Context: an optimization exercise on an open-source flow, tuned for small area, a short achievable clock period and few clock cycles. The choices shown serve that exercise and are no tape-out recipe.
The RTL was checked by simulation tests, not by an equivalence proof against the original design.
No activity file was given, so power comes from the tool's default toggle rates.

==> build 73 <==
// cw_core
module cw_core (
    input  wire        clk,
    input  wire        rst,
    input  wire        cfg_mode,
    input  wire [15:0] cfg_debounce,
    input  wire        cfg_wgp,
    input  wire        cfg_ot_en,
    input  wire        cfg_st_en,
    input  wire        op_valid,
    output wire        op_ready,
    input  wire [39:0] op_word,
    output reg         resp_valid,
    output reg  [8:0]  resp,
    output wire        key_out,
    output reg         tone_tx,
    output reg         sidetone
);
Settings: LEC_CHECK=0, ABC_AREA=1, CAP_MARGIN=20, CORE_MARGIN=2, CORE_UTILIZATION=60, CTS_CLUSTER_DIAMETER=110, CTS_CLUSTER_SIZE=20, SLEW_MARGIN=20; clock period 32.0 ns.
standard.sh (not shown) runs the stock make flow with config.mk's settings and CLKGATE_MAP_FILE= SYNTH_SCRIPT=/design/flow/synth_recipe.tcl, a recipe that flattens the netlist after the stock synthesis.
==> flow/flow/run.sh <==
#!/bin/bash
# Own layout flow: the standard flow, with two changes made after global
# placement and before clock-tree synthesis:
# - the port buffers that placement inserts (inputN / outputN) become plain
#   buffers (buf_2 for inputs, buf_4 for outputs) instead of delay buffers;
# - the flip-flops that drive an output port's buffer get drive strength 2
#   (same cell type, dfxtp).
# Cells are then legalised again. Each tool's output goes to a log of its own
# in this folder.
set -euo pipefail
RES=orfs/results/${FLOW_PLATFORM}/cw_core/base
bash standard.sh synth          > log_1_synth.log 2>&1
bash standard.sh floorplan      > log_2_floorplan.log 2>&1
bash standard.sh place          > log_3_place.log 2>&1
cat > port_buffers.tcl <<EOT
read_db $RES/3_place.odb
set db [ord::get_db]
set bin  [\$db findMaster sky130_fd_sc_hd__buf_2]
set bout [\$db findMaster sky130_fd_sc_hd__buf_4]
set ff2  [\$db findMaster sky130_fd_sc_hd__dfxtp_2]
set n 0
set m 0
foreach inst [[ord::get_db_block] getInsts] {
  set name [\$inst getName]
  if {![string match {sky130_fd_sc_hd__clkdlybuf*} [[\$inst getMaster] getName]]} { continue }
  if {[regexp {^input[0-9]+\$} \$name]} {
    \$inst swapMaster \$bin
    incr n
  } elseif {[regexp {^output[0-9]+\$} \$name]} {
    \$inst swapMaster \$bout
    incr n
    set net [[\$inst findITerm A] getNet]
    foreach it [\$net getITerms] {
      if {[\$it isOutputSignal]} {
        set drv [\$it getInst]
        if {[[\$drv getMaster] getName] eq "sky130_fd_sc_hd__dfxtp_1"} {
          \$drv swapMaster \$ff2
          incr m
        }
      }
    }
  }
}
puts "swapped \$n port buffers, \$m output flip-flops"
detailed_placement
check_placement -verbose
write_db $RES/3_place.odb
EOT
openroad -no_init -exit port_buffers.tcl > log_3_port_buffers.log 2>&1
bash standard.sh finish         > log_4_finish.log 2>&1
==> build 27 (differences from build 73) <==
--- a/flow/design.v
+++ b/flow/design.v
@@ -133,125 +133,12 @@
     assign d[10] = p0[10] ^ gn13;
     assign d[11] = p0[11] ^ gn19;
     assign d[12] = p0[12] ^ gn11;
     assign d[13] = p0[13] ^ gn20;
     assign nb = gn14;
 endmodule
-module cw_bk13 (input wire [12:0] x, input wire [12:0] y, output wire [12:0] d, output wire nb);
-    wire [12:0] yn = ~y;
-    wire [12:0] p0 = x ^ yn;
-    wire [12:0] g0 = x & yn;
-    wire gi0 = g0[0] | p0[0];
-    wire gn0 = g0[1] | (p0[1] & gi0);
-    wire pn0 = p0[1] & p0[0];
-    wire gn1 = g0[3] | (p0[3] & g0[2]);
-    wire pn1 = p0[3] & p0[2];
-    wire gn2 = g0[5] | (p0[5] & g0[4]);
-    wire pn2 = p0[5] & p0[4];
-    wire gn3 = g0[7] | (p0[7] & g0[6]);
-    wire pn3 = p0[7] & p0[6];
-    wire gn4 = g0[9] | (p0[9] & g0[8]);
-    wire pn4 = p0[9] & p0[8];
-    wire gn5 = g0[11] | (p0[11] & g0[10]);
-    wire pn5 = p0[11] & p0[10];
-    wire gn6 = gn1 | (pn1 & gn0);
-    wire pn6 = pn1 & pn0;
-    wire gn7 = gn3 | (pn3 & gn2);
-    wire pn7 = pn3 & pn2;
-    wire gn8 = gn5 | (pn5 & gn4);
-    wire pn8 = pn5 & pn4;
-    wire gn9 = gn7 | (pn7 & gn6);
-    wire pn9 = pn7 & pn6;
-    wire gn10 = gn8 | (pn8 & gn9);
-    wire pn10 = pn8 & pn9;
-    wire gn11 = gn2 | (pn2 & gn6);
-    wire pn11 = pn2 & pn6;
-    wire gn12 = gn4 | (pn4 & gn9);
-    wire pn12 = pn4 & pn9;
-    wire gn13 = g0[2] | (p0[2] & gn0);
-    wire pn13 = p0[2] & pn0;
-    wire gn14 = g0[4] | (p0[4] & gn6);
-    wire pn14 = p0[4] & pn6;
-    wire gn15 = g0[6] | (p0[6] & gn11);
-    wire pn15 = p0[6] & pn11;
-    wire gn16 = g0[8] | (p0[8] & gn9);
-    wire pn16 = p0[8] & pn9;
-    wire gn17 = g0[10] | (p0[10] & gn12);
-    wire pn17 = p0[10] & pn12;
-    wire gn18 = g0[12] | (p0[12] & gn10);
-    wire pn18 = p0[12] & pn10;
-    assign d[0] = p0[0] ^ 1'b1;
-    assign d[1] = p0[1] ^ gi0;
-    assign d[2] = p0[2] ^ gn0;
-    assign d[3] = p0[3] ^ gn13;
-    assign d[4] = p0[4] ^ gn6;
-    assign d[5] = p0[5] ^ gn14;
-    assign d[6] = p0[6] ^ gn11;
-    assign d[7] = p0[7] ^ gn15;
-    assign d[8] = p0[8] ^ gn9;
-    assign d[9] = p0[9] ^ gn16;
-    assign d[10] = p0[10] ^ gn12;
-    assign d[11] = p0[11] ^ gn17;
-    assign d[12] = p0[12] ^ gn10;
-    assign nb = gn18;
-endmodule
-module cw_bk12 (input wire [11:0] x, input wire [11:0] y, output wire [11:0] d, output wire nb);
-    wire [11:0] yn = ~y;
-    wire [11:0] p0 = x ^ yn;
-    wire [11:0] g0 = x & yn;
-    wire gi0 = g0[0] | p0[0];
-    wire gn0 = g0[1] | (p0[1] & gi0);
-    wire pn0 = p0[1] & p0[0];
-    wire gn1 = g0[3] | (p0[3] & g0[2]);
-    wire pn1 = p0[3] & p0[2];
-    wire gn2 = g0[5] | (p0[5] & g0[4]);
-    wire pn2 = p0[5] & p0[4];
-    wire gn3 = g0[7] | (p0[7] & g0[6]);
-    wire pn3 = p0[7] & p0[6];
-    wire gn4 = g0[9] | (p0[9] & g0[8]);
-    wire pn4 = p0[9] & p0[8];
-    wire gn5 = g0[11] | (p0[11] & g0[10]);
-    wire pn5 = p0[11] & p0[10];
-    wire gn6 = gn1 | (pn1 & gn0);
-    wire pn6 = pn1 & pn0;
-    wire gn7 = gn3 | (pn3 & gn2);
-    wire pn7 = pn3 & pn2;
-    wire gn8 = gn5 | (pn5 & gn4);
-    wire pn8 = pn5 & pn4;
-    wire gn9 = gn7 | (pn7 & gn6);
-    wire pn9 = pn7 & pn6;
-    wire gn10 = gn8 | (pn8 & gn9);
-    wire pn10 = pn8 & pn9;
-    wire gn11 = gn2 | (pn2 & gn6);
-    wire pn11 = pn2 & pn6;
-    wire gn12 = gn4 | (pn4 & gn9);
-    wire pn12 = pn4 & pn9;
-    wire gn13 = g0[2] | (p0[2] & gn0);
-    wire pn13 = p0[2] & pn0;
-    wire gn14 = g0[4] | (p0[4] & gn6);
-    wire pn14 = p0[4] & pn6;
-    wire gn15 = g0[6] | (p0[6] & gn11);
-    wire pn15 = p0[6] & pn11;
-    wire gn16 = g0[8] | (p0[8] & gn9);
-    wire pn16 = p0[8] & pn9;
-    wire gn17 = g0[10] | (p0[10] & gn12);
-    wire pn17 = p0[10] & pn12;
-    assign d[0] = p0[0] ^ 1'b1;
-    assign d[1] = p0[1] ^ gi0;
-    assign d[2] = p0[2] ^ gn0;
-    assign d[3] = p0[3] ^ gn13;
-    assign d[4] = p0[4] ^ gn6;
-    assign d[5] = p0[5] ^ gn14;
-    assign d[6] = p0[6] ^ gn11;
-    assign d[7] = p0[7] ^ gn15;
-    assign d[8] = p0[8] ^ gn9;
-    assign d[9] = p0[9] ^ gn16;
-    assign d[10] = p0[10] ^ gn12;
-    assign d[11] = p0[11] ^ gn17;
-    assign nb = gn10;
-endmodule
 module cw_ge9 (input wire [8:0] x, input wire [8:0] y, input wire cin, output wire ge);
     wire [8:0] yn = ~y;
     wire [8:0] p0 = x | yn;
     wire [8:0] g0 = x & yn;
     wire gi0 = g0[0] | (p0[0] & cin);
     wire gc0 = g0[1] | (p0[1] & gi0);
@@ -390,16 +277,14 @@
     output wire         big
 );
     wire [K:0] s;
     generate
         if (K == 16) begin : g_bk16
             cw_bk16 u_bk (.x(a[15:0]), .y(b[15:0]), .d(s[15:0]), .nb(s[16]));
-        end else if (K == 14) begin : g_bk14
+        end else begin : g_bk14
             cw_bk14 u_bk (.x(a[13:0]), .y(b[13:0]), .d(s[13:0]), .nb(s[14]));
-        end else begin : g_bk13
-            cw_bk13 u_bk (.x(a[12:0]), .y(b[12:0]), .d(s[12:0]), .nb(s[13]));
         end
     endgenerate
     assign lo = s[K-1:0];
     wire [31-K:0] ah = a[31:K];
     wire [31-K:0] bh = b[31:K];
     wire [31-K:0] p  = ah ^ bh;
@@ -412,12 +297,56 @@
         end
     endgenerate
     wire e0 = ~|p;             
     wire e1 = &(p ~^ c);       
     assign big = ~(s[K] ? e0 : e1);    
 endmodule
+module cw_dlo_cs #(parameter K = 13, parameter L = 7) (
+    input  wire [31:0]  a,
+    input  wire [31:0]  b,
+    output wire [K-1:0] lo,
+    output wire         big
+);
+    localparam H = K - L;
+    wire [K-1:0] x = a[K-1:0];
+    wire [K-1:0] y = ~b[K-1:0];
+    wire [L:0] cl;
+    assign cl[0] = 1'b1;
+    wire [H:0] c0, c1;
+    assign c0[0] = 1'b0;
+    assign c1[0] = 1'b1;
+    wire [H-1:0] s0, s1;
+    genvar i;
+    generate
+        for (i = 0; i < L; i = i + 1) begin : g_l
+            assign lo[i]   = x[i] ^ y[i] ^ cl[i];
+            assign cl[i+1] = (x[i] & y[i]) | (cl[i] & (x[i] ^ y[i]));
+        end
+        for (i = 0; i < H; i = i + 1) begin : g_h
+            assign s0[i]   = x[L+i] ^ y[L+i] ^ c0[i];
+            assign c0[i+1] = (x[L+i] & y[L+i]) | (c0[i] & (x[L+i] ^ y[L+i]));
+            assign s1[i]   = x[L+i] ^ y[L+i] ^ c1[i];
+            assign c1[i+1] = (x[L+i] & y[L+i]) | (c1[i] & (x[L+i] ^ y[L+i]));
+        end
+    endgenerate
+    assign lo[K-1:L] = cl[L] ? s1 : s0;
+    wire nb = cl[L] ? c1[H] : c0[H];    
+    wire [31-K:0] ah = a[31:K];
+    wire [31-K:0] bh = b[31:K];
+    wire [31-K:0] p  = ah ^ bh;
+    wire [31-K:0] c;
+    assign c[0] = 1'b1;
+    generate
+        for (i = 1; i <= 31 - K; i = i + 1) begin : g_c
+            assign c[i] = c[i-1] & bh[i-1];
+        end
+    endgenerate
+    wire e0 = ~|p;
+    wire e1 = &(p ~^ c);
+    assign big = ~(nb ? e0 : e1);
+endmodule
 module cw_rsub #(parameter W = 12) (
     input  wire [W-1:0] a,
     input  wire [W-1:0] b,
     output wire [W-1:0] d,
     output wire         nb
 );
@@ -736,14 +665,16 @@
             nbit   = 1'b0;
             rfirst = 1'b0;
         end
     end
     wire [11:0] dt    = {rfirst ? 11'd0 : rem, nbit};
     wire [11:0] dsb;
+    wire        dsb_nb;
     wire        qb;
-    cw_bk12 u_dv (.x(dt), .y({1'b0, w_op}), .d(dsb), .nb(qb));
+    cw_cmp  #(.W(12)) u_dq (.a(dt), .b({1'b0, w_op}), .cin(1'b1), .ge(qb));
+    cw_rsub #(.W(12)) u_dv (.a(dt), .b({1'b0, w_op}), .d(dsb), .nb(dsb_nb));
     wire [10:0] rem_n = qb ? dsb[10:0] : dt[10:0];
     wire q_dot  = dv_cnt < 6'd11;
     wire q_dash = (dv_cnt >= 6'd11) && (dv_cnt < 6'd23);
     wire q_wgap = (dv_cnt >= 6'd23) && (dv_cnt < 6'd37);
     wire [2:0]  t3    = {(rfirst ? 2'd0 : r3), (dv_cnt < 6'd37) ? qb : 1'b0};
     wire        o3    = t3 >= 3'd3;
@@ -825,13 +756,13 @@
     wire ge_2d  = !sp_zero && (sp_big || sp_lo[13:12] != 2'd0 || ge_2d_lo);  
     wire        cmp_ge;
     cw_ge14 u_cmp (.x(sp_lo), .y(r[38] ? enc_phase_len : dec_thr), .cin(r[38]),
                    .ge(cmp_ge));
     wire over   = !sp_zero && (sp_big || cmp_ge);
     wire [12:0] d_lo;  wire d_big;
-    cw_dlo #(.K(13)) u_dd (.a(dec_sig_state ? dec_last_trans : dec_space_start),
+    cw_dlo_cs #(.K(13), .L(7)) u_dd (.a(dec_sig_state ? dec_last_trans : dec_space_start),
                            .b(dec_mark_start), .lo(d_lo), .big(d_big));
     wire [12:0] dd;
     cw_radd #(.W(12)) u_dd2 (.a({1'b0, dec_dot}), .b(dec_dash), .s(dd));
     reg         isdot, isdash;
     wire        d_ge_dash, d_ge_dd;
     cw_ge12 u_id (.x({d_lo[10:0], 1'b0}), .y(dec_dash), .cin(1'b1), .ge(d_ge_dash));
Settings changed: CORE_UTILIZATION 60 to 40.
==> build 38 (differences from build 73) <==
Settings changed: CORE_UTILIZATION 60 to 40.
==> trial 69 (differences from build 73) <==
Settings changed: CORE_UTILIZATION 60 to 40, CTS_CLUSTER_SIZE 20 to 24.
==> comparison <==
- Build 73 went through all stages and came out clean. Trial 69 went through all stages and came out clean. Build 27 passed the timing, DRC and antenna checks. Build 38 ran to the end with no violations.
- The highest worst setup slack belongs to trial 69, the lowest to build 27.
- In build 27 the clock-buffer cell count is lower than in build 73, by 1.
- Against build 38, the synthesized area of build 27 is higher by about 1.8%.
- Power: trial 69 < build 38 < build 73 < build 27.
- Via count, lowest first: build 38, trial 69, build 73, build 27.
- Against build 27, the routed wire length of trial 69 is smaller by 7.3%.
- In sequential cell count, build 73 and build 27 do not differ.
- Between build 27 and trial 69, the lower non-clock buffer count is in trial 69 (gap 7).
- In build 27 the synthesized cell count is higher than in build 38, by 2.0%.
- The highest clock skew belongs to trial 69, the lowest to build 38.
Testbench counts of build 73, summed over its fixed seeds: cycles 249,101.
Testbench counts of build 27, summed over its fixed seeds: cycles 249,101.
Testbench counts of build 38, summed over its fixed seeds: cycles 249,101.
Testbench counts of trial 69, summed over its fixed seeds: cycles 249,101.

==> re-timing with driven ports <==
Ports are ideal in the flow. The routed layouts listed here were re-timed in OpenROAD.
Step 1 sets driving cells, clkbuf_16 on the clock port and buf_2 on the other inputs (assumed; they add their load-dependent delay and slew).
Step 2 also shifts input and output timing later by t, the mid clock arrival at the registers, as if the neighbouring blocks saw the same clock.
a / b / c = ideal ports / drivers / drivers and shift; a / b = the first two.
run | t, ns | slack for setup (ns) | worst hold slack (ns) | clock arrival spread, ns | slew at the worst register clock pin (ns)
build 73 | 0.609 | 24.571 / 24.515 / 24.713 | 0.444 / 0.444 / 0.444 | 0.037 / 0.036 | 0.09 / 0.09
build 27 | 0.623 | 24.559 / 24.505 / 24.364 | 0.440 / 0.440 / 0.440 | 0.030 / 0.029 | 0.10 / 0.10
build 38 | 0.613 | 24.578 / 24.518 / 24.765 | 0.445 / 0.445 / 0.445 | 0.023 / 0.023 | 0.09 / 0.09
trial 69 | 0.614 | 24.582 / 24.522 / 24.761 | 0.446 / 0.446 / 0.446 | 0.045 / 0.046 | 0.11 / 0.11
After both steps setup and hold are still met in every run listed. For build 27, which loses most, drivers alone change the setup slack by -0.054 ns; drivers and shift together by -0.195 ns.
